Background: an optimization exercise with open tools, aiming at small area, a short achievable clock period and few clock cycles. Do not read the settings as production practice. At most, simulation tests tie the RTL to the original design; equivalence was not proved. Function not checked in run 2: the RTL went through the layout flow alone. Power and IR drop assume default switching activity.

==> flow/design.v <==
module sprite_render (
    input  wire        clk,
    input  wire        rst,
    input  wire        start,
    output wire        busy,
    output reg         done,
    input  wire [2:0]  cfg_grid_w_m1,    
    input  wire [2:0]  cfg_grid_h_m1,    
    input  wire [2:0]  cfg_fb_tx_m1,     
    input  wire [2:0]  cfg_fb_ty_m1,     
    input  wire        cfg_gated,        
    input  wire [10:0] cfg_spr_off,      
    input  wire [10:0] cfg_anim_off,     
    output reg         tbl_re,
    output reg         tbl_we,
    output reg  [10:0] tbl_addr,
    output reg  [7:0]  tbl_wdata,
    input  wire [7:0]  tbl_rdata,
    output reg         def_re,
    output reg  [13:0] def_addr,
    input  wire [7:0]  def_rdata,
    output reg         fb_we,
    output reg  [11:0] fb_addr,
    output reg  [7:0]  fb_wdata
);
    reg busy_r;
    assign busy = busy_r;
    wire accept = start && !busy_r;
    localparam T_IDLE  = 5'd0;
    localparam T_START = 5'd1;    
    localparam T_RA    = 5'd2;    
    localparam T_RS    = 5'd3;    
    localparam T_CD    = 5'd4;    
    localparam T_RN    = 5'd5;    
    localparam T_RK    = 5'd6;    
    localparam T_CK    = 5'd7;    
    localparam T_RSP   = 5'd8;    
    localparam T_RFC   = 5'd9;    
    localparam T_CFC   = 5'd10;   
    localparam T_ADV   = 5'd11;   
    localparam T_WFC   = 5'd12;   
    localparam T_RD    = 5'd13;   
    localparam T_RN2   = 5'd14;   
    localparam T_CN    = 5'd15;   
    localparam T_WE    = 5'd16;   
    reg [4:0]  tstate;
    reg        te_fin;       
    reg [10:0] ea;           
    reg [2:0]  tcol, trow;   
    reg [5:0]  trb;          
    reg        r_gated;      
    reg [9:0]  r_a;          
    reg [7:0]  r_spr;        
    reg [5:0]  r_k;          
    reg        r_ge;         
    reg        rec_valid;    
    reg  t_wrap;             
    reg  t_last;             
    reg  t_clipx, t_clipy;   
    wire        t_adv = (tstate == T_WE) && !t_last && !rec_valid;    
    reg         a_step;      
    wire [10:0] a_inc  = tbl_addr + {10'd0, a_step};
    wire [10:0] ea_p2  = {ea[10:1] + 10'd1, ea[0]};                   
    reg  [10:0] a_next;
    always @* begin
        case (tstate)
            T_START:      a_next = cfg_spr_off;
            T_RS:         a_next = cfg_anim_off;
            T_CD, T_RD:   a_next = a_d;
            T_CK, T_CN:   a_next = ea;
            T_WFC:        a_next = r_ge ? cfg_anim_off : ea;
            T_WE:         a_next = ea_p2;
            default:      a_next = a_inc;
        endcase
    end
    wire [10:0] a_d   = tbl_addr + {1'b0, r_a} + {10'd0, r_gated && tstate == T_CD};
    wire        fc_ge = (tbl_rdata >= tbl_wdata);
    reg        pe_fin;       
    reg        v1;           
    reg [2:0]  p_xo;         
    reg        p_clipx;
    reg [2:0]  p_rhi;        
    reg [5:0]  p_row;        
    reg        p_last;       
    reg        p_wrap;       
    reg [2:0]  p_hi;         
    reg [3:0]  p_py;         
    reg [11:0] fb_a1;        
    wire [2:0] rr = def_addr[5:3];
    wire [2:0] cc = def_addr[2:0];
    wire [2:0] chi = p_clipx ? ~p_xo : 3'd7;
    wire       row_end  = (cc == p_hi);
    wire       tile_end = row_end && (rr == p_rhi);
    wire       take = rec_valid && (!def_re || tile_end);
    wire [3:0] px = {1'b0, p_xo} + {1'b0, cc};
    wire [3:0] py = p_py;
    wire [2:0] n_xo  = r_k[2:0];
    wire [2:0] n_yo  = r_k[5:3];
    wire [2:0] pl    = p_py[2:0];
    wire       r_in  = p_py[3] ? ({1'b0, pl} + 4'd2 <= {1'b0, n_yo})
                               : (({1'b0, pl} + 4'd1 >= {1'b0, n_yo}) && !(pl == 3'd7 && n_yo == 3'd0));
    wire       r_cov = rec_valid && r_in && (n_xo < p_xo);
    wire [2:0] r_cut = n_xo + ~p_xo;                        
    wire [2:0] hi1   = p_wrap ? chi : (r_cov ? r_cut : 3'd7);
    always @(posedge clk) begin
        if (rst) begin
            busy_r    <= 1'b0;
            done      <= 1'b0;
            tstate    <= T_IDLE;
            a_step    <= 1'b0;
            tbl_re    <= 1'b0;
            tbl_we    <= 1'b0;
            rec_valid <= 1'b0;
            te_fin    <= 1'b0;
            pe_fin    <= 1'b0;
            def_re    <= 1'b0;
            v1        <= 1'b0;
            fb_we     <= 1'b0;
        end else begin
            done <= 1'b0;
            if (accept) begin
                busy_r <= 1'b1;
                te_fin <= 1'b0;
                pe_fin <= 1'b0;
            end else if (busy_r && te_fin && pe_fin && !def_re && !v1) begin
                busy_r <= 1'b0;
                done   <= 1'b1;
            end
            tbl_re <= 1'b0;
            tbl_we <= 1'b0;
            a_step <= 1'b0;
            case (tstate)
                T_IDLE:  if (accept) tstate <= T_START;
                T_START: begin tbl_re <= 1'b1; a_step <= 1'b1; tstate <= T_RA; end
                T_RA:    begin tbl_re <= 1'b1; tstate <= T_RS; end
                T_RS:    tstate <= T_CD;
                T_CD:    begin tbl_re <= 1'b1; a_step <= 1'b1; tstate <= r_gated ? T_RK : T_RN; end
                T_RN:    begin tbl_re <= 1'b1; a_step <= 1'b1; tstate <= T_RK; end
                T_RK: begin
                    if (r_gated) begin
                        tbl_re <= 1'b1;
                        a_step <= 1'b1;
                        tstate <= T_RSP;
                    end else begin
                        tstate <= T_CK;
                    end
                end
                T_CK:    begin rec_valid <= 1'b1; tbl_we <= 1'b1; tstate <= T_WE; end
                T_RSP:   begin rec_valid <= 1'b1; tbl_re <= 1'b1; tstate <= T_RFC; end
                T_RFC:   tstate <= T_CFC;
                T_CFC:   tstate <= T_ADV;
                T_ADV:   begin tbl_we <= 1'b1; tstate <= T_WFC; end
                T_WFC:   tstate <= r_ge ? T_RD : T_WE;
                T_RD:    begin tbl_re <= 1'b1; tstate <= T_RN2; end
                T_RN2:   tstate <= T_CN;
                T_CN:    begin tbl_we <= 1'b1; tstate <= T_WE; end
                T_WE: begin
                    if (t_last) begin
                        te_fin <= 1'b1;
                        tstate <= T_IDLE;
                    end else if (!rec_valid) begin
                        tbl_re <= 1'b1;
                        a_step <= 1'b1;
                        tstate <= T_RA;
                    end
                end
                default: tstate <= T_IDLE;
            endcase
            if (take)
                rec_valid <= 1'b0;
            if (take)
                def_re <= 1'b1;
            else if (def_re && tile_end)
                def_re <= 1'b0;
            if (def_re && tile_end && !take && p_last)
                pe_fin <= 1'b1;
            v1    <= def_re;
            fb_we <= v1;
        end
    end
    always @(posedge clk) begin
        case (tstate)
            T_START: begin
                ea       <= cfg_spr_off;
                r_gated  <= cfg_gated;
                tcol     <= 3'd0;
                trow     <= 3'd0;
                trb      <= 6'd0;
            end
            T_RS:  r_a <= r_gated ? {tbl_rdata, 2'b00} : {1'b0, tbl_rdata, 1'b0};
            T_CD:  r_spr <= tbl_rdata;
            T_CK, T_RSP: begin
                r_k      <= tbl_rdata[5:0];
                r_spr    <= r_spr + {6'd0, tbl_rdata[7:6]};
            end
            T_CFC: r_ge <= fc_ge;
            T_WE: begin
                if (t_adv) begin
                    ea <= ea_p2;
                    if (t_wrap) begin
                        tcol <= 3'd0;
                        trow <= trow + 3'd1;
                        trb  <= trb + {3'd0, cfg_fb_tx_m1} + 6'd1;
                    end else begin
                        tcol <= tcol + 3'd1;
                    end
                end
            end
            default: ;
        endcase
        tbl_addr <= a_next;
        if ((tstate == T_RK) || (tstate == T_RFC) || (tstate == T_CFC) || (tstate == T_CN))
            tbl_wdata <= tbl_rdata;
        else if ((tstate == T_ADV) && r_ge)
            tbl_wdata <= 8'd0;
        else
            tbl_wdata <= tbl_wdata + {7'd0, tstate == T_ADV};
        t_wrap  <= (tcol == cfg_grid_w_m1);
        t_last  <= (tcol == cfg_grid_w_m1) && (trow == cfg_grid_h_m1);
        t_clipx <= (tcol == cfg_fb_tx_m1);
        t_clipy <= (trow == cfg_fb_ty_m1);
        if (take) begin
            def_addr[13:6] <= r_spr;
            p_xo     <= r_k[2:0];
            p_clipx  <= t_clipx;
            p_rhi    <= t_clipy ? ~r_k[5:3] : 3'd7;
            p_last   <= t_last;
            p_wrap   <= t_wrap;
            p_hi     <= t_clipx ? ~r_k[2:0] : 3'd7;
        end else if (row_end) begin
            p_hi     <= hi1;
        end
        if (take) begin
            def_addr[5:0] <= 6'd0;
            p_py          <= {1'b0, r_k[5:3]};
            p_row         <= trb + {3'd0, tcol};
        end else begin
            def_addr[5:3] <= rr + {2'd0, row_end};
            def_addr[2:0] <= row_end ? 3'd0 : cc + 3'd1;
            if (row_end) begin
                p_py <= p_py + 4'd1;
                if (py[2:0] == 3'd7)
                    p_row <= p_row + {3'd0, cfg_fb_tx_m1} + 6'd1;
            end
        end
        fb_a1    <= {p_row + {5'd0, px[3]}, py[2:0], px[2:0]};
        fb_addr  <= fb_a1;
        fb_wdata <= def_rdata;
    end
endmodule
==> flow/flow/run.sh <==
#!/bin/bash
# Standard layout, with plain buffers (buf_1) on the ports instead of the
# resizer's default choice. Every tool's output goes to flow.log here, and
# ORFS keeps each step's log under orfs/logs/.
set -euo pipefail
export BUFFER_PORTS_ARGS="-buffer_cell sky130_fd_sc_hd__buf_1"
bash standard.sh > flow.log 2>&1
==> flow/standard.sh <==
#!/bin/bash
# synth_recipe.tcl (not shown) runs the flow's synth.tcl, then flattens the netlist and writes it again
# the make line also repeats each setting of config.mk as NAME=value (left out here)
make -C /OpenROAD-flow-scripts/flow DESIGN_CONFIG=/design/flow/config.mk WORK_HOME=/design/flow/orfs CLKGATE_MAP_FILE= SYNTH_SCRIPT=/design/flow/synth_recipe.tcl "${@:-finish}"
==> flow/config.mk <==
export PLATFORM = sky130hd
export DESIGN_NAME = sprite_render
export DESIGN_NICKNAME = sprite_render
export VERILOG_FILES = /design/flow/design.v
export SDC_FILE = /design/flow/constraint.sdc
export NUM_CORES = 4
export LEC_CHECK = 0
export CAP_MARGIN = 20
export CORE_MARGIN = 2
export CORE_UTILIZATION = 60
export CTS_BUF_LIST = sky130_fd_sc_hd__clkbuf_4 sky130_fd_sc_hd__clkbuf_8
export SETUP_SLACK_MARGIN = 4.2
export SLEW_MARGIN = 20
==> flow/constraint.sdc <==
create_clock -name core_clock -period 6.5 [get_ports {clk}]
set_input_delay 1.3000 -clock core_clock [delete_from_list [all_inputs] [get_ports {clk}]]
set_output_delay 1.3000 -clock core_clock [all_outputs]
set_load 0.01 [all_outputs]
==> results of run 1 <==
path summary, 6_finish.rpt:
check             slack, ns  cells after the start           to  startpoint
setup / recovery       4.18                     10  tbl_addr[4]     r_gated
hold / removal         0.33                      0   fb_addr[3]    fb_a1[3]
setup reg to reg       4.18                     10  tbl_addr[4]     r_gated
hold reg to reg        0.33                      0   fb_addr[3]    fb_a1[3]
state kept, by name, indices dropped and copies added, names as in the netlist, 4 cells and up:
signal / count
def_addr: 14
fb_a1: 12
fb_addr: 12
ea: 11
tbl_addr: 11
r_a: 9
fb_wdata: 8
r_spr: 8
tbl_wdata: 8
p_row: 6
r_k: 6
trb: 6
tstate: 5
p_py: 4
metrics by stage:
step | util | cells
floorplan | - | 775
global placement | 0.662 | 1038
detailed placement | 0.662 | 1038
CTS | 0.717 | 1088
global route | 0.735 | 1107
finish | 0.735 | 1107
layer usage:
metal | part of all wire | wire length [µm]
met1 | 0.44 | 8350
met2 | 0.50 | 9520
met3 | 0.050 | 962
met4 | 0.018 | 350
met5 | 0 | 0
cells in the mapped netlist (6+ instances only):
master / n
a221oi_1: 6
and2_1: 8
xnor2_1: 45
nand2b_1: 14
dfxtp_1: 78
edfxtp_1: 77
a21oi_1: 41
xor2_1: 32
nand4_1: 6
nor3_1: 17
mux2_2: 7
o2bb2ai_1: 8
o22ai_1: 6
nor2_1: 60
fa_1: 8
buf_2: 15
nand2_1: 56
nor2b_1: 10
ha_1: 56
o21ai_0: 36
a21o_1: 18
inv_1: 44
nand3_1: 30
final cells by class:
| cell class | instances | area, µm² | share of cell area |
|---|---|---|---|
| repair inverters | 1 | 7.51 | 0.000774 |
| clock buffers | 17 | 234 | 0.0241 |
| inverters | 44 | 194 | 0.0200 |
| flip-flops and latches | 155 | 3960 | 0.409 |
| clock inverters | 15 | 198 | 0.0204 |
| repair buffers | 149 | 781 | 0.0805 |
| well taps | 176 | 220 | 0.0227 |
| multi-input cells | 550 | 4100 | 0.423 |
what timing repair did:
action / CTS / global route
setup buffers: 17 / 17
cloned: 1 / 1
resized for setup: 87 / 30
pin swaps: 4 / 9
endpoints found under the setup margin: 118 / 50
logic make-up after synthesis:
kind of cell | Yosys count | share of synthesized area
AO/OA/AOI/OAI | 166 | 0.135
XOR/XNOR | 77 | 0.0834
adder cells (fa/ha/maj) | 64 | 0.106
buffers and inverters | 71 | 0.0395
flip-flops | 155 | 0.479
multiplexers | 10 | 0.0135
AND/OR/NAND/NOR | 232 | 0.143
power groups by stage:
stage	Combinational (mW)	Sequential [mW]	Clock (mW)
after global placement	0.680	1.34	0
final	0.866	1.31	0.797
after detailed placement	0.703	1.35	0
after CTS	0.800	1.31	0.811
after floorplan	0.479	1.35	0
after global routing	0.959	1.33	0.851
==> impl_metrics.json, run 1 <==
{
  "io_pins": 113,
  "clock.fmax_mhz": 431,
  "avgSynthCellArea_um2": 10.4,
  "dpl_worst_slack_ns": 3.42,
  "cts-hold-fix-buffers": 0,
  "p_leak_nw": 3.83,
  "synth_edf_count": 77,
  "cp-end-kind": "flip-flop",
  "design_area_mm2": 0.00969,
  "gp_congestion": 0.910,
  "powerDensity_mw_per_mm2": 307,
  "setup_viol": 0,
  "dr_total_vias": 6390,
  "holdWs_ns": 0.332,
  "synth_top_area_cell": "edfxtp_1",
  "clockPowerShare": 0.268,
  "path_clk_slew_ns": 0.09,
  "dr.first_iter.drc_count": 432,
  "drive_gt1_frac": 0.212,
  "cp_slowest_cell": "edfxtp_1",
  "fillCellCount": 986,
  "synth_top_area_frac": 0.286,
  "grt_pass1_vias": 5905,
  "tightest_slew_ns": 0.822,
  "ctsHtreeMaxLevel": 4,
  "cp_num_buf_inv": 2,
  "netlist_instances": 775,
  "cts_tree": "done",
  "synth-main-ff-cell": "dfxtp_1",
  "final_common_cell": "edfxtp_1",
  "switchingPower_mw": 0.972,
  "cpPeakStageDelay_ns": 0.45,
  "post-route-period-util": 0.357,
  "wl_per_cell_um": 17.3,
  "use_met2": 0.441,
  "period_minus_slack_ns": 2.32,
  "fin_setup_tns_ns": 0,
  "die_x_um": 120,
  "worstSetupPathType": "reg -> reg",
  "fin_ws_ns": 4.18,
  "hpwl_um": 13100,
  "status": "no timing/DRC/antenna violations",
  "drtAntennaViolNets": 0,
  "synth-seq-cells": 155,
  "synth_area_leaders": "edfxtp_1 29%, dfxtp_1 19%, ha_1 8.7%, xnor2_1 4.9%, xor2_1 3.5%",
  "syn_area_mm2": 0.00808,
  "grt_max_degree": 43,
  "cts_root_buf": "clkbuf_8",
  "grt.overflow.total": 0,
  "gr-max-usage-layer": "met2",
  "area.growth.synth_to_final_pct": 19.9,
  "initial_core_util": 0.613,
  "track_usage": 0.265,
  "critPathTopFamily": "compound AO/OA/AOI/OAI gates",
  "ys_async_sr_fraction": 0,
  "drt-total-wl_um": 19200,
  "crit_chain": "inv_2 -> nor4_4 -> ha_2 -> fa_2 -> buf_4 -> a21o_1 -> a211o_1 -> o211ai_1 -> o2111ai_1 -> a21boi_2",
  "viasPerCell": 5.77,
  "coreArea_mm2": 0.0132,
  "ys_warn_count": 1,
  "swShare": 0.327,
  "critical_path.max_fanout": 3,
  "first_pass_iters": 5,
  "place_area_mm2": 0.00873,
  "portBuffers": 112,
  "antenna_found_initial": 0,
  "hold_violations": 0,
  "synth_seq_area_share": 0.479,
  "die_y_um": 120,
  "rsz0062_at_grt": "true",
  "nets": 1036,
  "met1_usage": 0.350,
  "synth.distinct_cells": 67,
  "antenna_cells": 0,
  "drv_cap": 0,
  "insertion_delay_ns": 0.47,
  "slew_headroom": 0.452,
  "grt_use_met3": 0.0523,
  "cts.sinks": 155,
  "syn_nets": 893,
  "mostFrequentLayoutCells": "77 x edfxtp_1, 68 x buf_1, 58 x nor2_1, 56 x nand2_1, 50 x ha_1",
  "drc_errors": 0,
  "p_int_mw": 2.00,
  "clockBufferDepth": 2,
  "seq_power_share": 0.441,
  "rows": 42,
  "cp.arrival_ns": 2.68,
  "die_area_mm2": 0.0144,
  "cts_buffers": 17,
  "fin_total_pwr_mw": 2.98,
  "worstPathRequired_ns": 6.86,
  "start_kind": "flip-flop",
  "grt_pass1_wl_um": 29700,
  "skew_ns": 0.0119,
  "pwr-share-comb": 0.291,
  "slew_viol_final": 0,
  "hp-class": "reg -> reg",
  "irDropWorstVdd_mv": 0.170
}
Testbench counts, summed over its fixed seeds: cycles 95,757.
==> run 2: changes to the inputs <==
--- a/flow/design.v
+++ b/flow/design.v
@@ -96,9 +96,8 @@
     wire [3:0] py = p_py;
     wire [2:0] n_xo  = r_k[2:0];
     wire [2:0] n_yo  = r_k[5:3];
-    wire [2:0] pl    = p_py[2:0];
-    wire       r_in  = p_py[3] ? ({1'b0, pl} + 4'd2 <= {1'b0, n_yo})
-                               : (({1'b0, pl} + 4'd1 >= {1'b0, n_yo}) && !(pl == 3'd7 && n_yo == 3'd0));
+    wire [4:0] r_dy  = {1'b0, p_py} + 5'd1 - {2'b00, n_yo};   
+    wire       r_in  = !r_dy[4] && !r_dy[3];
     wire       r_cov = rec_valid && r_in && (n_xo < p_xo);
     wire [2:0] r_cut = n_xo + ~p_xo;                        
     wire [2:0] hi1   = p_wrap ? chi : (r_cov ? r_cut : 3'd7);
==> run 2 against run 1 <==
  * Critical path depth did not move
  * Synthesized cell count fell by 1.9%
  * Global-route usage rose by 0.58 points
  * Sequential cell count did not move
  * Utilization rose by 1.4 points
  * Critical path type unchanged
==> impl_metrics.json, run 2 <==
{
  "antenna_cells": 0,
  "mostFrequentLayoutCells": "77 x edfxtp_1, 75 x buf_1, 58 x nor2_1, 47 x dfxtp_1",
  "critical_path.max_fanout": 3,
  "wl_met3_um": 1150,
  "r2r_slack_ns": 3.85,
  "status": "no timing/DRC/antenna violations",
  "cp.arrival_ns": 2.86,
  "synth_edf_count": 77,
  "irDropWorstVdd_mv": 0.170,
  "dr.first_iter.drc_count": 509,
  "crit_path_start": "p_py[1]",
  "drv_cap": 0,
  "top_register": "def_addr",
  "rsz0062_at_grt": "true",
  "syn_area_mm2": 0.00797,
  "p_leak_nw": 3.86,
  "cts-hold-fix-buffers": 0,
  "synth-seq-cells": 155,
  "place_area_mm2": 0.00874,
  "area.growth.synth_to_final_pct": 23.0,
  "insertion_delay_ns": 0.45,
  "hpwl_um": 13200,
  "cts_buffers": 17,
  "final_common_cell": "edfxtp_1",
  "drive_gt1_frac": 0.234,
  "worstPathRequired_ns": 6.70,
  "fin_cells": 1099,
  "synth-main-ff-cell": "dfxtp_1",
  "dr.max_layer_used": "met4",
  "fin_setup_tns_ns": 0,
  "largest_reg_flops": 14,
  "path_clk_slew_ns": 0.09,
  "cpPeakStageDelay_ns": 0.52,
  "coreArea_mm2": 0.0131,
  "hp-class": "reg -> reg",
  "fin_ws_ns": 3.85,
  "start_kind": "flip-flop",
  "die_x_um": 119,
  "die_y_um": 119,
  "grt_pass1_vias": 6285,
  "top_regs": "def_addr x14, fb_a1 x12, fb_addr x12",
  "rows": 42,
  "design_area_mm2": 0.00979,
  "grt_max_degree": 40,
  "cts.sinks": 155,
  "drc_errors": 0,
  "timing.rr.start": "p_py[1]",
  "hold_violations": 0,
  "io_pins": 113,
  "cts_tree": "done",
  "portBuffers": 112,
  "track_usage": 0.271,
  "die_area_mm2": 0.0142,
  "gp_congestion": 0.938,
  "wl_met1_um": 8440,
  "fin_total_pwr_mw": 3.14,
  "initial_core_util": 0.609,
  "ctsHtreeMaxLevel": 4,
  "slew_headroom": 0.413,
  "wl_per_cell_um": 18.3,
  "synth_common_cells": "78 x dfxtp_1, 77 x edfxtp_1, 60 x nor2_1",
  "synth_most_common_cell": "dfxtp_1",
  "grt_pass1_wl_um": 30300,
  "netlist_instances": 760,
  "antenna_found_initial": 0,
  "dpl_worst_slack_ns": 3.42,
  "clock.fmax_mhz": 377,
  "cp_slowest_cell": "or4b_4",
  "grt.overflow.total": 0,
  "synth_top_area_frac": 0.290,
  "ys_warn_count": 1,
  "endpoint": "p_hi[1]",
  "cp-end-kind": "flip-flop",
  "path_common_cell": "inv_1",
  "synth_area_leaders": "edfxtp_1 29%, dfxtp_1 20%, ha_1 8.5%, xnor2_1 4.5%, xor2_1 4.0%",
  "drt-total-wl_um": 20100,
  "synth_seq_area_share": 0.486,
  "syn_nets": 875,
  "dr_total_vias": 6467,
  "drtAntennaViolNets": 0,
  "placed_cells": 1029,
  "setup_viol": 0,
  "timing.rr.end": "p_hi[1]",
  "period_minus_slack_ns": 2.65,
  "first_pass_iters": 6,
  "wl_met2_um": 9880,
  "skew_ns": 0.0120,
  "ys_async_sr_fraction": 0,
  "worstSetupPathType": "reg -> reg",
  "cts_root_buf": "clkbuf_8",
  "viasPerCell": 5.88,
  "powerDensity_mw_per_mm2": 321,
  "nets": 1025,
  "clockBufferDepth": 2,
  "tightest_slew_ns": 0.881,
  "slew_viol_final": 0,
  "post-route-period-util": 0.408,
  "synth.distinct_cells": 67,
  "avgSynthCellArea_um2": 10.5,
  "crit_chain": "inv_1 -> ha_1 -> inv_1 -> ha_4 -> nor4bb_4 -> or4b_4 -> a21oi_2 -> o2111a_2 -> nand2b_1 -> a31o_2",
  "worstRegToRegCells": 10,
  "synth_top_area_cell": "edfxtp_1"
}
## run 2: area by class of cell
| cell class | instances | area (µm²) |
|---|---|---|
| Multi-Input combinational cell | 544 | 4200 |
| Sequential cell | 155 | 3970 |
| Fill cell | 887 | 3290 |
| Timing Repair Buffer | 153 | 812 |
| Clock buffer | 17 | 234 |
| Tap cell | 176 | 220 |
| Inverter | 39 | 179 |
| Clock inverter | 15 | 178 |
## run 2: logic make-up (layout without fill, tap and decap cells)
group / after synthesis / in the layout / synth area share
xor gates and xnor gates: 77 / 77 / 0.0847
muxes: 9 / 9 / 0.0124
and+or+nand+nor: 235 / 235 / 0.152
DFF: 155 / 155 / 0.486
AOI/OAI and AO/OA: 161 / 162 / 0.132
buffers and inverters: 62 / 224 / 0.0308
adders and majority gates: 61 / 61 / 0.102
## run 2: critical path, delay by kind of cell (launching register included)
family / cells / cell delay (ns)
compound gates: 3 / 0.65
fa+ha+maj: 2 / 0.41
buf+inv: 2 / 0.17
flops: 1 / 0.43
simple gates: 3 / 0.74
## run 2: worst min-delay path by stage
stage	start	end	cells past startpoint
2_1_floorplan	fb_a1[0]	fb_addr[0]	0
3_3_place_gp	fb_a1[6]	fb_addr[6]	0
3_5_place_dp	fb_a1[4]	fb_addr[4]	0
4_1_cts	fb_a1[4]	fb_addr[4]	0
5_1_grt	fb_a1[6]	fb_addr[6]	0
6_report	fb_a1[6]	fb_addr[6]	0
## run 2: report_power, final
| group | leakage, nW | switching (mW) | internal (mW) |
|---|---|---|---|
| clock network | 0.213 | 0.401 | 0.356 |
| logic | 2.29 | 0.542 | 0.473 |
| registers | 1.36 | 0.140 | 1.23 |
| total | 3.86 | 1.08 | 2.06 |
## run 2: what timing repair did
item,in CTS,in global routing
resized for setup,87,48
gates cloned,0,1
endpoints found under the setup margin,119,87
setup buffers,24,13
pin swaps,6,19
## run 2: metrics by stage
step,util,hold slack (ns)
after detailed placement,0.668,0.314
after CTS,0.725,0.336
final,0.748,0.335
after floorplan,-,0.310
after global placement,0.668,0.312
after global routing,0.748,0.342
## run 2: metal layers
layer,vias to the layer above,global-route usage
met4,0,0.120
met2,258,0.451
met3,54,0.0560
li1,3045,-
met1,3110,0.342
met5,-,0
==> run 3: changes to the inputs <==
--- a/flow/design.v
+++ b/flow/design.v
@@ -59,6 +59,7 @@
     reg  t_clipx, t_clipy;   
     wire        t_adv = (tstate == T_WE) && !t_last && !rec_valid;    
     reg         a_step;      
+    reg         a_ci;        
     wire [10:0] a_inc  = tbl_addr + {10'd0, a_step};
     wire [10:0] ea_p2  = {ea[10:1] + 10'd1, ea[0]};                   
     reg  [10:0] a_next;
@@ -73,7 +74,7 @@
             default:      a_next = a_inc;
         endcase
     end
-    wire [10:0] a_d   = tbl_addr + {1'b0, r_a} + {10'd0, r_gated && tstate == T_CD};
+    wire [10:0] a_d   = tbl_addr + {1'b0, r_a} + {10'd0, a_ci};
     wire        fc_ge = (tbl_rdata >= tbl_wdata);
     reg        pe_fin;       
     reg        v1;           
@@ -96,8 +97,9 @@
     wire [3:0] py = p_py;
     wire [2:0] n_xo  = r_k[2:0];
     wire [2:0] n_yo  = r_k[5:3];
-    wire [4:0] r_dy  = {1'b0, p_py} + 5'd1 - {2'b00, n_yo};   
-    wire       r_in  = !r_dy[4] && !r_dy[3];
+    wire [2:0] pl    = p_py[2:0];
+    wire       r_in  = p_py[3] ? ({1'b0, pl} + 4'd2 <= {1'b0, n_yo})
+                               : (({1'b0, pl} + 4'd1 >= {1'b0, n_yo}) && !(pl == 3'd7 && n_yo == 3'd0));
     wire       r_cov = rec_valid && r_in && (n_xo < p_xo);
     wire [2:0] r_cut = n_xo + ~p_xo;                        
     wire [2:0] hi1   = p_wrap ? chi : (r_cov ? r_cut : 3'd7);
@@ -107,6 +109,7 @@
             done      <= 1'b0;
             tstate    <= T_IDLE;
             a_step    <= 1'b0;
+            a_ci      <= 1'b0;
             tbl_re    <= 1'b0;
             tbl_we    <= 1'b0;
             rec_valid <= 1'b0;
@@ -128,11 +131,12 @@
             tbl_re <= 1'b0;
             tbl_we <= 1'b0;
             a_step <= 1'b0;
+            a_ci   <= 1'b0;
             case (tstate)
                 T_IDLE:  if (accept) tstate <= T_START;
                 T_START: begin tbl_re <= 1'b1; a_step <= 1'b1; tstate <= T_RA; end
                 T_RA:    begin tbl_re <= 1'b1; tstate <= T_RS; end
-                T_RS:    tstate <= T_CD;
+                T_RS:    begin a_ci <= r_gated; tstate <= T_CD; end
                 T_CD:    begin tbl_re <= 1'b1; a_step <= 1'b1; tstate <= r_gated ? T_RK : T_RN; end
                 T_RN:    begin tbl_re <= 1'b1; a_step <= 1'b1; tstate <= T_RK; end
                 T_RK: begin
--- a/flow/config.mk
+++ b/flow/config.mk
@@ -9,5 +9,5 @@
 export CORE_MARGIN = 2
 export CORE_UTILIZATION = 60
 export CTS_BUF_LIST = sky130_fd_sc_hd__clkbuf_4 sky130_fd_sc_hd__clkbuf_8
-export SETUP_SLACK_MARGIN = 4.2
+export SETUP_SLACK_MARGIN = 4.25
 export SLEW_MARGIN = 20
==> run 3 against run 2 <==
  * Utilization shrank 0.088 points
  * Critical endpoint is now r_ge
  * Highest routed layer unchanged
  * Critical path depth down 1
  * Sequential share of layout area is 0.35 points lower
  * Count of clock-buffer cells in the layout unchanged
  * Still clean
  * Largest power group unchanged
  * Via count decreased by 3.7%
  * Maximum frequency grew 14%
==> impl_metrics.json, run 3 <==
{
  "status": "no timing/DRC/antenna violations",
  "antenna_found_initial": 0,
  "track_usage": 0.258,
  "grt_pass1_wl_um": 29200,
  "final_util": 0.748,
  "pwr-share-comb": 0.345,
  "fillCellCount": 937,
  "slew_headroom": 0.437,
  "synthSimpleGateAreaFrac": 0.140,
  "synth_area_leaders": "edfxtp_1 28%, dfxtp_1 19%, ha_1 8.6%, xnor2_1 4.4%, xor2_1 3.9%",
  "powerDensity_mw_per_mm2": 319,
  "period_minus_slack_ns": 2.32,
  "timing.rr.start": "def_addr[1]",
  "syn_area_mm2": 0.00815,
  "cpPeakStageDelay_ns": 0.30,
  "grt_pass1_vias": 5902,
  "critical_path.max_fanout": 4,
  "ys_async_sr_fraction": 0,
  "drtAntennaViolNets": 0,
  "critPathTopFamily": "compound AO/OA/AOI/OAI gates",
  "cts_buffers": 17,
  "worstSetupPathType": "in -> reg",
  "portBuffers": 112,
  "fin_ws_ns": 4.18,
  "crit_chain": "buf_6 -> inv_2 -> ha_1 -> nand2b_4 -> a21oi_2 -> nor2b_1 -> o21ai_1 -> a21oi_1 -> o41a_1",
  "nets": 1028,
  "synth_seq_area_share": 0.478,
  "io_pins": 113,
  "irDropWorstVdd_mv": 0.197,
  "area.growth.synth_to_final_pct": 21.5,
  "swShare": 0.344,
  "cts_root_buf": "clkbuf_8",
  "cp_slowest_cell": "o41a_1",
  "synthMuxAreaShare": 0.0144,
  "synth_most_common_cell": "dfxtp_1",
  "final_common_cell": "edfxtp_1",
  "hp-class": "reg -> reg",
  "antenna_cells": 0,
  "top_regs": "def_addr x14, fb_a1 x12, fb_addr x12",
  "crit_path_start": "tbl_rdata[0]",
  "viasPerCell": 5.67,
  "dr_total_vias": 6230,
  "clock.fmax_mhz": 431,
  "cts_tree": "done",
  "synth_compound_area_frac": 0.136,
  "p_leak_nw": 3.96,
  "p_int_mw": 2.07,
  "skew_ns": 0.0151,
  "die_area_mm2": 0.0145,
  "initial_core_util": 0.615,
  "netlist_instances": 765,
  "synthXorXnorAreaFrac": 0.0828,
  "synth_top_area_frac": 0.284,
  "ys_warn_count": 1,
  "clockBufferDepth": 2,
  "cts-hold-fix-buffers": 0,
  "wl_per_cell_um": 17.4,
  "gp_congestion": 0.853,
  "multiInputGateArea_mm2": 0.00411,
  "synth_fa_ha_area_frac": 0.106,
  "rows": 42,
  "synth_common_cells": "79 x dfxtp_1, 77 x edfxtp_1, 58 x nor2_1",
  "drt-total-wl_um": 19100,
  "fin_setup_tns_ns": 0,
  "slew_viol_final": 0,
  "fin_total_pwr_mw": 3.16,
  "insertion_delay_ns": 0.47,
  "dr.first_iter.drc_count": 468,
  "dpl_worst_slack_ns": 3.53,
  "setup_viol": 0,
  "hpwl_um": 13000,
  "synth_top_area_cell": "edfxtp_1",
  "synth_edf_count": 77,
  "holdWs_ns": 0.331,
  "grt_max_degree": 39,
  "start_kind": "input port",
  "synth-main-ff-cell": "dfxtp_1",
  "fin_cells": 1099,
  "top_register": "def_addr",
  "seqCellArea_mm2": 0.00398,
  "die_x_um": 121,
  "largest_reg_flops": 14,
  "drv_cap": 0,
  "synth-seq-cells": 156,
  "switchingPower_mw": 1.08,
  "post-route-period-util": 0.357,
  "hold_violations": 0,
  "clockPowerShare": 0.225,
  "cts.sinks": 156,
  "worstPathRequired_ns": 6.72,
  "avgSynthCellArea_um2": 10.6,
  "coreArea_mm2": 0.0132,
  "drive_gt1_frac": 0.263,
  "cp-end-kind": "flip-flop",
  "place_area_mm2": 0.00875,
  "design_area_mm2": 0.00990,
  "placed_cells": 1028,
  "first_pass_iters": 5,
  "syn_nets": 883,
  "seq_power_share": 0.430,
  "hold_start": "fb_a1[7]",
  "mostFrequentLayoutCells": "77 x edfxtp_1, 56 x nor2_1, 54 x nand2_1, 48 x buf_1, 47 x ha_1",
  "die_y_um": 121,
  "drc_errors": 0,
  "cp_num_buf_inv": 2,
  "grt.overflow.total": 0,
  "cp.arrival_ns": 2.54,
  "rsz0062_at_grt": "true",
  "synth_top_family_by_area": "simple AND/OR/NAND/NOR gates",
  "synth.distinct_cells": 77,
  "ctsHtreeMaxLevel": 4,
  "path_clk_slew_ns": 0.09,
  "tightest_slew_ns": 0.845
}
## run 3: cell count changes after synthesis, moves of 5 or more
| cell | change |
|---|---|
| buf_6 | +8 |
| nand2_1 | +9 |
| nor3b_1 | -5 |
| a22oi_1 | -5 |
| inv_1 | +7 |
| o21ai_1 | +6 |
| a21oi_1 | -11 |
| buf_4 | +5 |
| a21o_1 | -5 |
## run 3: power groups by stage
stage / Combinational [mW] / Clock, mW / Sequential, mW
detailed placement: 0.785 / 0 / 1.38
CTS: 1.04 / 0.721 / 1.35
finish: 1.09 / 0.710 / 1.36
global placement: 0.757 / 0 / 1.38
global route: 1.19 / 0.759 / 1.38
floorplan: 0.542 / 0 / 1.39
## run 3: layout make-up
class | instances | area share
repair buffers | 151 | 0.101
multi-input cells | 538 | 0.415
inverters | 45 | 0.0196
clock buffers | 17 | 0.0236
clock inverters | 15 | 0.0152
well taps | 176 | 0.0222
flip-flops and latches | 156 | 0.402
repair inverters | 1 | 0.000758
## run 3: routing by layer
metal	vias to the layer above	GRT usage	share of wire
met2	185	0.431	0.49
met3	33	0.0519	0.049
li1	3017	-	-
met1	2995	0.339	0.44
met4	0	0.0778	0.017
met5	-	0	0
## run 3: timing repair
item / CTS / global route
pin swaps: 6 / 11
resized for setup: 139 / 41
endpoints found under the setup margin: 140 / 70
buffers inserted: 26 / 12
cloned: 1 / 0
## run 3: worst reg2reg max path: cells and delay by family (launching register included)
kind / cells / cell delay (ns)
buffers and inverters: 3 / 0.50
and+or+nand+nor: 2 / 0.48
AOI/OAI and AO/OA: 1 / 0.39
DFF: 1 / 0.36
xor gates and xnor gates: 1 / 0.18
## run 3: kinds of logic (layout without fill, tap and decap cells)
group,Yosys count,count (layout)
compound gates,158,158
xor+xnor,77,77
fa+ha+maj,64,64
buf+inv,71,229
flops,156,156
mux,11,11
simple gates,228,228
## run 3: path summary, 6_finish.rpt
check | end | slack (ns) | cells after the start
setup / recovery | r_ge | 4.18 | 9
hold / removal | fb_addr[7] | 0.33 | 0
setup reg to reg | def_addr[6] | 4.32 | 7
hold reg to reg | fb_addr[7] | 0.33 | 0
Testbench counts of run 3, summed over its fixed seeds: cycles 95,757.
==> run 4: changes to the inputs <==
--- a/flow/config.mk
+++ b/flow/config.mk
@@ -9,5 +9,5 @@
 export CORE_MARGIN = 2
 export CORE_UTILIZATION = 60
 export CTS_BUF_LIST = sky130_fd_sc_hd__clkbuf_4 sky130_fd_sc_hd__clkbuf_8
-export SETUP_SLACK_MARGIN = 4.25
+export SETUP_SLACK_MARGIN = 4.2
 export SLEW_MARGIN = 20
==> run 4 against run 3 <==
  * Synthesized cell count is the same
  * Critical endpoint is now tbl_wdata[0]
  * Synthesized area is the same
  * Sequential power is essentially flat
  * Largest cell class unchanged
  * First-iteration DRC count shrank 8.3%
  * Still clean
==> impl_metrics.json, run 4 <==
{
  "worstPathRequired_ns": 5.20,
  "critical_path.max_fanout": 3,
  "netlist_instances": 765,
  "status": "no timing/DRC/antenna violations",
  "cp.arrival_ns": 0.99,
  "multiInputGateArea_mm2": 0.00409,
  "drv_cap": 0,
  "die_y_um": 121,
  "largest_reg_flops": 14,
  "first_pass_iters": 5,
  "cp_num_buf_inv": 1,
  "portBuffers": 112,
  "setup_viol": 0,
  "hp-class": "reg -> reg",
  "slew_headroom": 0.455,
  "powerDensity_mw_per_mm2": 318,
  "track_usage": 0.266,
  "top_regs": "def_addr x14, fb_a1 x12, fb_addr x12",
  "synth_most_common_cell": "dfxtp_1",
  "cp_slowest_cell": "dfxtp_2",
  "slew_viol_final": 0,
  "grt.overflow.total": 0,
  "synth_area_leaders": "edfxtp_1 28%, dfxtp_1 19%, ha_1 8.6%, xnor2_1 4.4%, xor2_1 3.9%",
  "fin_cells": 1086,
  "cp-end-kind": "output port",
  "fin_setup_tns_ns": 0,
  "cts-hold-fix-buffers": 0,
  "hold_violations": 0,
  "fillCellCount": 973,
  "syn_area_mm2": 0.00815,
  "final_common_cell": "edfxtp_1",
  "grt_pass1_wl_um": 29900,
  "final_util": 0.722,
  "viasPerCell": 5.67,
  "start_kind": "flip-flop",
  "cts_tree": "done",
  "antenna_found_initial": 0,
  "synth-seq-cells": 156,
  "path_clk_slew_ns": 0.08,
  "area.growth.synth_to_final_pct": 17.4,
  "drtAntennaViolNets": 0,
  "insertion_delay_ns": 0.46,
  "clockBufferDepth": 2,
  "nets": 1015,
  "grt_max_degree": 39,
  "grt_pass1_vias": 5901,
  "hpwl_um": 13300,
  "gp_congestion": 0.881,
  "dr.first_iter.drc_count": 429,
  "skew_ns": 0.0140,
  "p_leak_nw": 3.77,
  "drive_gt1_frac": 0.213,
  "cts_root_buf": "clkbuf_8",
  "worstSetupPathType": "reg -> out",
  "crit_chain": "buf_2",
  "ys_warn_count": 1,
  "mostFrequentLayoutCells": "77 x edfxtp_1, 69 x buf_1, 56 x nor2_1, 54 x nand2_1, 49 x dfxtp_1",
  "syn_nets": 883,
  "synth_top_area_frac": 0.284,
  "cts.sinks": 156,
  "synth_edf_count": 77,
  "coreArea_mm2": 0.0132,
  "cpPeakStageDelay_ns": 0.39,
  "wl_per_cell_um": 17.2,
  "io_pins": 113,
  "placed_cells": 1028,
  "critPathTopFamily": "flip-flops",
  "top_register": "def_addr",
  "ys_async_sr_fraction": 0,
  "drc_errors": 0,
  "synth_seq_area_share": 0.478,
  "drt-total-wl_um": 18700,
  "synth-main-ff-cell": "dfxtp_1",
  "rows": 42,
  "initial_core_util": 0.615,
  "tightest_slew_ns": 0.818,
  "die_area_mm2": 0.0145,
  "ctsHtreeMaxLevel": 4,
  "irDropWorstVdd_mv": 0.247,
  "synth_common_cells": "79 x dfxtp_1, 77 x edfxtp_1, 58 x nor2_1",
  "die_x_um": 121,
  "post-route-period-util": 0.352,
  "synth.distinct_cells": 77,
  "clock.fmax_mhz": 437,
  "seqCellArea_mm2": 0.00397,
  "period_minus_slack_ns": 2.29,
  "synth_top_area_cell": "edfxtp_1",
  "rsz0062_at_grt": "true",
  "cts_buffers": 17,
  "antenna_cells": 0,
  "dr_total_vias": 6157,
  "avgSynthCellArea_um2": 10.6
}
## run 4: cell types whose count changed in the layout (fill, tap and decap cells not counted), moves of 2 or more
cell      before  now
buf_2         22   29
dfxtp_1       41   49
buf_4         39   25
clkinv_8       2    0
nand2b_4       3    1
dfxtp_2       24   15
buf_6         29    3
buf_1         48   69
nand2b_1       9   11
## run 4: per-stage QoR
| stage | power (mW) | area [µm²] | hold slack, ns | setup slack (ns) |
|---|---|---|---|---|
| 2_1_floorplan | 1.93 | 8280 | 0.310 | 3.90 |
| 3_3_place_gp | 2.13 | 8750 | 0.311 | 3.62 |
| 3_5_place_dp | 2.17 | 8750 | 0.312 | 3.53 |
| 4_1_cts | 2.99 | 9370 | 0.333 | 4.19 |
| 5_1_grt | 3.22 | 9560 | 0.337 | 4.17 |
| 6_report | 3.04 | 9560 | 0.332 | 4.21 |
## run 4: worst paths after layout
| path | from | endpoint | cells past startpoint | slack (ns) |
|---|---|---|---|---|
| max | tbl_wdata[0] | tbl_wdata[0] | 1 | 4.21 |
| min reg2reg | fb_a1[6] | fb_addr[6] | 0 | 0.33 |
| min | fb_a1[6] | fb_addr[6] | 0 | 0.33 |
| max reg2reg | tbl_addr[0] | tbl_addr[10] | 9 | 4.27 |
## run 4: cells by family (layout without fill, tap and decap cells)
family / after synthesis / after routing / share of synthesized area
AND/OR/NAND/NOR: 228 / 228 / 0.140
AO/OA/AOI/OAI: 158 / 158 / 0.136
flip-flops: 156 / 156 / 0.478
XOR/XNOR: 77 / 77 / 0.0828
buffers and inverters: 71 / 216 / 0.0433
adder cells (fa/ha/maj): 64 / 64 / 0.106
multiplexers: 11 / 11 / 0.0144
## run 4: where the power goes
group | switching, mW | internal [mW]
Sequential | 0.118 | 1.23
Clock | 0.402 | 0.317
Combinational | 0.517 | 0.453
Total | 1.04 | 2.00
## run 4: what timing repair did
item / in CTS / in global routing
setup endpoints to repair: 100 / 63
pin swaps: 3 / 6
resized for setup: 86 / 27
cloned: 1 / 0
buffers inserted: 11 / 14
## run 4: metal layers
metal | GRT usage | part of all wire
met1 | 0.361 | 0.45
met5 | 0 | 0
met2 | 0.425 | 0.48
met3 | 0.0401 | 0.043
met4 | 0.118 | 0.027
## run 4: area by class of cell
type                    count  area share
multi-input cells         538       0.428
flip-flops and latches    156       0.415
repair buffers            138      0.0735
clock buffers              17      0.0245
well taps                 176      0.0230
inverters                  45      0.0198
clock inverters            15      0.0156
repair inverters            1    0.000785
## run 4: worst reg2reg max path, stage by stage, from the launching register on
cell and delay, ns:
dfxtp_2 0.36, ha_1 0.17, inv_1 0.06, fa_1 0.36
nand2b_1 0.17, nand2b_1 0.10, a41o_1 0.25, o2111ai_1 0.14
mux2i_1 0.15, or3_1 0.36
==> run 5: changes to the inputs <==
--- a/flow/config.mk
+++ b/flow/config.mk
@@ -7,7 +7,7 @@
 export LEC_CHECK = 0
 export CAP_MARGIN = 20
 export CORE_MARGIN = 2
-export CORE_UTILIZATION = 60
+export CORE_UTILIZATION = 65
 export CTS_BUF_LIST = sky130_fd_sc_hd__clkbuf_4 sky130_fd_sc_hd__clkbuf_8
 export SETUP_SLACK_MARGIN = 4.2
 export SLEW_MARGIN = 20
==> run 5 against run 4 <==
  * Sequential share of layout area grew 0.31 points
  * Critical path depth is 8 higher
  * Hold slack lost 0.0018 ns
  * Register-to-register slack about the same
  * Power decreased by 0.71%
  * Combinational power shrank 3.9%
  * Utilization is 6.2 points higher
  * Non-clock buffer count fell by 8
  * Final cell count down 1.5%
  * Clock power decreased by 2%
  * Wire length up 0.85%
  * Critical path type is now in -> reg
  * Critical endpoint is now r_ge
  * Largest power group unchanged
==> impl_metrics.json, run 5 <==
{
  "powerDensity_mw_per_mm2": 318,
  "fin_setup_tns_ns": 0,
  "r2r_slack_ns": 4.27,
  "synth_top_area_frac": 0.284,
  "rows": 40,
  "cpPeakStageDelay_ns": 0.30,
  "ys_warn_count": 1,
  "critPathTopFamily": "compound AO/OA/AOI/OAI gates",
  "timing.rr.end": "tbl_addr[10]",
  "period_minus_slack_ns": 2.32,
  "grt_pass1_vias": 5893,
  "drv_cap": 0,
  "cts.sinks": 156,
  "critical_path.max_fanout": 4,
  "holdWs_ns": 0.331,
  "skew_ns": 0.00846,
  "hpwl_um": 13400,
  "die_area_mm2": 0.0134,
  "drive_gt1_frac": 0.202,
  "largest_reg_flops": 14,
  "coreArea_mm2": 0.0121,
  "top_register": "def_addr",
  "hp-class": "reg -> reg",
  "drc_errors": 0,
  "wl_per_cell_um": 17.6,
  "final_common_cell": "edfxtp_1",
  "timing.rr.start": "tbl_addr[0]",
  "io_pins": 113,
  "drtAntennaViolNets": 0,
  "cp.arrival_ns": 2.52,
  "dr_total_vias": 6208,
  "clockBufferDepth": 2,
  "gp_congestion": 0.883,
  "synth-seq-cells": 156,
  "dr.first_iter.drc_count": 485,
  "synth_seq_area_share": 0.478,
  "synth_edf_count": 77,
  "placed_cells": 1020,
  "crit_path_start": "tbl_rdata[0]",
  "cts_buffers": 17,
  "slew_viol_final": 0,
  "avgSynthCellArea_um2": 10.6,
  "area.growth.synth_to_final_pct": 16.6,
  "synth-main-ff-cell": "dfxtp_1",
  "dpl_worst_slack_ns": 3.52,
  "cp-end-kind": "flip-flop",
  "antenna_found_initial": 0,
  "slew_headroom": 0.463,
  "fin_cells": 1070,
  "synth_common_cells": "79 x dfxtp_1, 77 x edfxtp_1, 58 x nor2_1",
  "hold_start": "fb_a1[6]",
  "start_kind": "input port",
  "initial_core_util": 0.673,
  "cts_root_buf": "clkbuf_8",
  "cts_tree": "done",
  "first_pass_iters": 7,
  "crit_chain": "buf_6 -> inv_2 -> ha_1 -> nand2b_4 -> a21oi_2 -> nor2b_1 -> o21ai_1 -> a21oi_1 -> o41a_1",
  "clock.fmax_mhz": 432,
  "synth_top_area_cell": "edfxtp_1",
  "cp_num_buf_inv": 2,
  "grt_max_degree": 39,
  "viasPerCell": 5.80,
  "netlist_instances": 765,
  "insertion_delay_ns": 0.45,
  "p_leak_nw": 3.72,
  "synth.distinct_cells": 77,
  "hold_path_end": "fb_addr[6]",
  "die_x_um": 116,
  "portBuffers": 112,
  "worstPathRequired_ns": 6.71,
  "die_y_um": 116,
  "mostFrequentLayoutCells": "77 x edfxtp_1, 72 x buf_1, 56 x nor2_1, 54 x nand2_1, 50 x dfxtp_1",
  "fin_ws_ns": 4.18,
  "irDropWorstVdd_mv": 0.216,
  "setup_viol": 0,
  "hold_path_depth": 0,
  "syn_nets": 883,
  "rsz0062_at_grt": "true",
  "antenna_cells": 0,
  "post-route-period-util": 0.356,
  "hold_violations": 0,
  "track_usage": 0.285,
  "cp_slowest_cell": "o41a_1",
  "grt.overflow.total": 0,
  "synth_most_common_cell": "dfxtp_1",
  "grt_pass1_wl_um": 29300,
  "synth_area_leaders": "edfxtp_1 28%, dfxtp_1 19%, ha_1 8.6%, xnor2_1 4.4%, xor2_1 3.9%",
  "syn_area_mm2": 0.00815,
  "worstSetupPathType": "in -> reg",
  "status": "no timing/DRC/antenna violations",
  "ys_async_sr_fraction": 0,
  "top_regs": "def_addr x14, fb_a1 x12, fb_addr x12",
  "tightest_slew_ns": 0.805,
  "nets": 1007,
  "drt-total-wl_um": 18900,
  "ctsHtreeMaxLevel": 4,
  "path_clk_slew_ns": 0.08,
  "fin_total_pwr_mw": 3.02,
  "worstRegToRegCells": 9
}
-- run 5: cell counts after synthesis --
Identical to the previous run, type by type.
-- run 5: timing repair --
action / in CTS / in global routing
buffers inserted: 0 / 17
gates resized for setup: 74 / 41
hold buffers: 0 / 0
endpoints found under the hold margin: 0 / 0
setup endpoints to repair: 105 / 70
gates cloned: 1 / 0
pin swaps: 3 / 12
-- run 5: layout make-up --
cell class	count	area, µm²
clock inverter	9	87.6
fill	838	2620
timing repair inverter	1	7.51
inverter	45	194
sequential	156	3970
timing repair buffer	130	651
clock buffer	23	298
multi-input combinational	538	4080
tap	168	210
-- run 5: routing by layer --
layer  vias to the layer above  GRT usage  share of wire
met5                         -          0              0
met4                         0      0.106          0.027
met1                      2946      0.369           0.42
li1                       2974          -              -
met2                       240      0.469           0.49
met3                        48     0.0675          0.057
-- run 5: through the flow --
stage          utilization  instance area [µm²]
6_report             0.784                 9500
5_1_grt              0.784                 9500
4_1_cts              0.764                 9260
3_5_place_dp         0.721                 8740
3_3_place_gp         0.721                 8740
2_1_floorplan            -                 8280
-- run 5: power by group --
part | switching (mW) | internal, mW
logic | 0.488 | 0.443
clock network | 0.360 | 0.346
registers | 0.144 | 1.24
total | 0.992 | 2.03
-- run 5: logic make-up (layout without fill, tap and decap cells) --
logic type / Yosys count / count (layout) / synth area share
and+or+nand+nor: 228 / 228 / 0.140
AOI/OAI and AO/OA: 158 / 158 / 0.136
DFF: 156 / 156 / 0.478
xor gates and xnor gates: 77 / 77 / 0.0828
buffers and inverters: 71 / 208 / 0.0433
adders and majority gates: 64 / 64 / 0.106
muxes: 11 / 11 / 0.0144
-- run 5: worst max-delay path by stage --
stage                         to  depth (start not counted)
finish                      r_ge                          9
global route        tbl_addr[10]                          9
CTS                  tbl_addr[4]                          1
detailed placement      p_row[5]                          7
global placement            r_ge                          9
floorplan                   r_ge                          8
-- run 5: worst register-to-register path, stage by stage (launching register included) --
cell and delay [ns]:
dfxtp_2 0.35, ha_1 0.16, inv_1 0.05, fa_1 0.36
nand2b_1 0.17, nand2b_1 0.11, a41o_1 0.25, o2111ai_2 0.14
mux2i_1 0.14, or3_1 0.38
==> run 6: changes to the inputs <==
--- a/flow/config.mk
+++ b/flow/config.mk
@@ -7,7 +7,7 @@
 export LEC_CHECK = 0
 export CAP_MARGIN = 20
 export CORE_MARGIN = 2
-export CORE_UTILIZATION = 65
-export CTS_BUF_LIST = sky130_fd_sc_hd__clkbuf_4 sky130_fd_sc_hd__clkbuf_8
+export CORE_UTILIZATION = 60
+export CTS_BUF_LIST = sky130_fd_sc_hd__clkbuf_8 sky130_fd_sc_hd__clkbuf_16
 export SETUP_SLACK_MARGIN = 4.2
 export SLEW_MARGIN = 20
==> run 6 against run 5 <==
  * Largest cell class unchanged
  * Clock power rose by 37%
  * Wire length fell by 1.2%
  * Critical endpoint unchanged
  * Count of clock-buffer cells in the layout fell by 5
  * Sequential share of layout area fell by 0.56 points
  * Highest routed layer unchanged
  * Hold slack got worse by 0.0039 ns
==> impl_metrics.json, run 6 <==
{
  "clock.fmax_mhz": 432,
  "portBuffers": 112,
  "grt_pass1_wl_um": 29800,
  "grt_max_degree": 39,
  "synth_area_leaders": "edfxtp_1 28%, dfxtp_1 19%, ha_1 8.6%, xnor2_1 4.4%, xor2_1 3.9%",
  "r2r_slack_ns": 4.28,
  "first_pass_iters": 5,
  "nets": 998,
  "hpwl_um": 13300,
  "largest_reg_flops": 14,
  "ctsHtreeMaxLevel": 4,
  "crit_chain": "buf_8 -> inv_4 -> ha_1 -> nand2b_4 -> a21oi_2 -> nor2b_1 -> o21ai_1 -> a21oi_1 -> o41a_1",
  "initial_core_util": 0.615,
  "syn_nets": 883,
  "hp-class": "reg -> reg",
  "period_minus_slack_ns": 2.32,
  "netlist_instances": 765,
  "insertion_delay_ns": 0.43,
  "worstPathRequired_ns": 6.68,
  "status": "no timing/DRC/antenna violations",
  "hold_path_depth": 0,
  "synth-seq-cells": 156,
  "worstRegToRegCells": 9,
  "critical_path.max_fanout": 4,
  "timing.rr.end": "tbl_addr[10]",
  "fin_cells": 1069,
  "ys_warn_count": 1,
  "cpPeakStageDelay_ns": 0.30,
  "synth_seq_area_share": 0.478,
  "critPathTopFamily": "compound AO/OA/AOI/OAI gates",
  "cts-hold-fix-buffers": 0,
  "setup_viol": 0,
  "multiInputGateArea_mm2": 0.00408,
  "synth-main-ff-cell": "dfxtp_1",
  "hold_violations": 0,
  "mostFrequentLayoutCells": "86 x buf_1, 77 x edfxtp_1, 56 x nor2_1, 54 x nand2_1, 52 x dfxtp_1",
  "track_usage": 0.266,
  "die_y_um": 121,
  "dr_total_vias": 6087,
  "seqCellArea_mm2": 0.00395,
  "coreArea_mm2": 0.0132,
  "drtAntennaViolNets": 0,
  "drive_gt1_frac": 0.174,
  "drt-total-wl_um": 18600,
  "synth.distinct_cells": 77,
  "die_area_mm2": 0.0145,
  "fin_total_pwr_mw": 3.18,
  "synth_edf_count": 77,
  "antenna_found_initial": 0,
  "hold_path_end": "fb_addr[9]",
  "skew_ns": 0.0101,
  "start_kind": "input port",
  "grt_pass1_vias": 5916,
  "synth_top_area_frac": 0.284,
  "area.growth.synth_to_final_pct": 17.4,
  "powerDensity_mw_per_mm2": 333,
  "final_common_cell": "buf_1",
  "io_pins": 113,
  "slew_viol_final": 0,
  "hold_start": "fb_a1[9]",
  "antenna_cells": 0,
  "drc_errors": 0,
  "synth_most_common_cell": "dfxtp_1",
  "cts_buffers": 17,
  "cp_slowest_cell": "o41a_1",
  "drv_cap": 0,
  "cts.sinks": 156,
  "grt.overflow.total": 0,
  "ys_async_sr_fraction": 0,
  "viasPerCell": 5.69,
  "p_leak_nw": 3.72,
  "gp_congestion": 0.881,
  "path_clk_slew_ns": 0.07,
  "slew_headroom": 0.452,
  "cts_tree": "done",
  "top_regs": "def_addr x14, fb_a1 x12, fb_addr x12",
  "top_register": "def_addr",
  "syn_area_mm2": 0.00815,
  "fin_setup_tns_ns": 0,
  "cp-end-kind": "flip-flop",
  "timing.rr.start": "tbl_addr[0]",
  "rsz0062_at_grt": "true",
  "cp_num_buf_inv": 2,
  "worstSetupPathType": "in -> reg",
  "tightest_slew_ns": 0.822,
  "avgSynthCellArea_um2": 10.6,
  "wl_per_cell_um": 17.4,
  "clockBufferDepth": 2,
  "dr.first_iter.drc_count": 465,
  "cp.arrival_ns": 2.49,
  "placed_cells": 1028,
  "post-route-period-util": 0.356,
  "fillCellCount": 949,
  "synth_top_area_cell": "edfxtp_1",
  "cts_root_buf": "clkbuf_16",
  "die_x_um": 121,
  "irDropWorstVdd_mv": 0.226,
  "rows": 42,
  "synth_common_cells": "79 x dfxtp_1, 77 x edfxtp_1, 58 x nor2_1"
}
==> run 6: changes by cell type in the layout (fill, tap and decap cells not counted), sizes merged <==
cell,change
clkbuf,-3
inv,+11
clkinvlp,-2
clkinv,-3
buf,-11
bufinv,-1
==> run 6: logic make-up (layout without fill, tap and decap cells) <==
group / after synthesis / in the layout / share of synthesized area
AND/OR/NAND/NOR: 228 / 228 / 0.140
AO/OA/AOI/OAI: 158 / 158 / 0.136
flip-flops: 156 / 156 / 0.478
XOR/XNOR: 77 / 77 / 0.0828
buffers and inverters: 71 / 199 / 0.0433
adder cells (fa/ha/maj): 64 / 64 / 0.106
multiplexers: 11 / 11 / 0.0144
==> run 6: through the flow <==
step	worst slack [ns]	util	instance area, µm²	hold slack (ns)
2_1_floorplan	3.90	-	8280	0.310
3_3_place_gp	3.62	0.661	8750	0.311
3_5_place_dp	3.53	0.661	8750	0.312
4_1_cts	4.17	0.711	9410	0.327
5_1_grt	4.14	0.722	9560	0.331
6_report	4.18	0.722	9560	0.327
==> run 6: repair_timing <==
item / in CTS / in global routing
endpoints found under the hold margin: 0 / 0
cloned: 1 / 0
pin swaps: 3 / 13
gates resized for setup: 45 / 44
setup buffers: 1 / 7
endpoints found under the setup margin: 92 / 61
==> run 6: how the worst max path moves through the flow <==
stage	start	endpoint	cells past startpoint
6_report	tbl_rdata[0]	r_ge	9
5_1_grt	tbl_rdata[0]	r_ge	9
4_1_cts	tbl_rdata[0]	r_ge	9
3_5_place_dp	tbl_rdata[0]	r_ge	9
3_3_place_gp	tbl_rdata[0]	r_ge	9
2_1_floorplan	tbl_rdata[0]	r_ge	8
==> run 6: cell type report <==
type                            count  area share
Clock buffer                       18      0.0471
Tap cell                          176      0.0230
Multi-Input combinational cell    538       0.426
Timing Repair Buffer              121      0.0576
Clock inverter                     14      0.0124
Timing Repair inverter              1    0.000785
Inverter                           45      0.0203
Sequential cell                   156       0.412
==> run 6: power by group <==
group	total, mW	switching (mW)	internal (mW)
Clock	0.966	0.439	0.526
Combinational	0.834	0.452	0.381
Sequential	1.38	0.159	1.23
==> run 6: per-layer routing <==
metal,vias up,wire [µm],part of all wire,track usage
met5,-,0,0,0
met4,0,578,0.031,0.124
met3,42,952,0.051,0.0524
met2,191,8910,0.48,0.422
met1,2886,8190,0.44,0.353
li1,2968,-,-,-

static timing again, ports no longer ideal:
The results above use ideal ports. As a check the final layouts listed here were re-extracted and re-timed, cells and wires unchanged. Step 1: set_driving_cell puts a clkbuf_16 on clk and a buf_2 on each other input, an assumption about the parent block. Step 2 times the ports against the registers' clock, not the clock port: input delays grow and output delays shrink by t, the midpoint of the rising clock arrivals with the driver on. Slacks: ideal / step 1 / step 2; pairs: ideal / step 1.
run	t, ns	slack for setup (ns)	worst data-port slew with drivers (ns)
run 1	0.499	4.180 / 4.180 / 3.760	0.05
run 2	0.477	3.848 / 3.848 / 3.726	0.05
run 3	0.499	4.180 / 4.165 / 3.666	0.06
run 4	0.487	4.210 / 4.172 / 3.737	0.05
run 5	0.483	4.183 / 4.171 / 3.688	0.06
run 6	0.467	4.184 / 4.171 / 3.704	0.07
After both steps setup and hold are still met in every run listed. The setup slack of run 3, which loses most, moves by -0.015 ns with the drivers and by -0.514 ns with both steps.
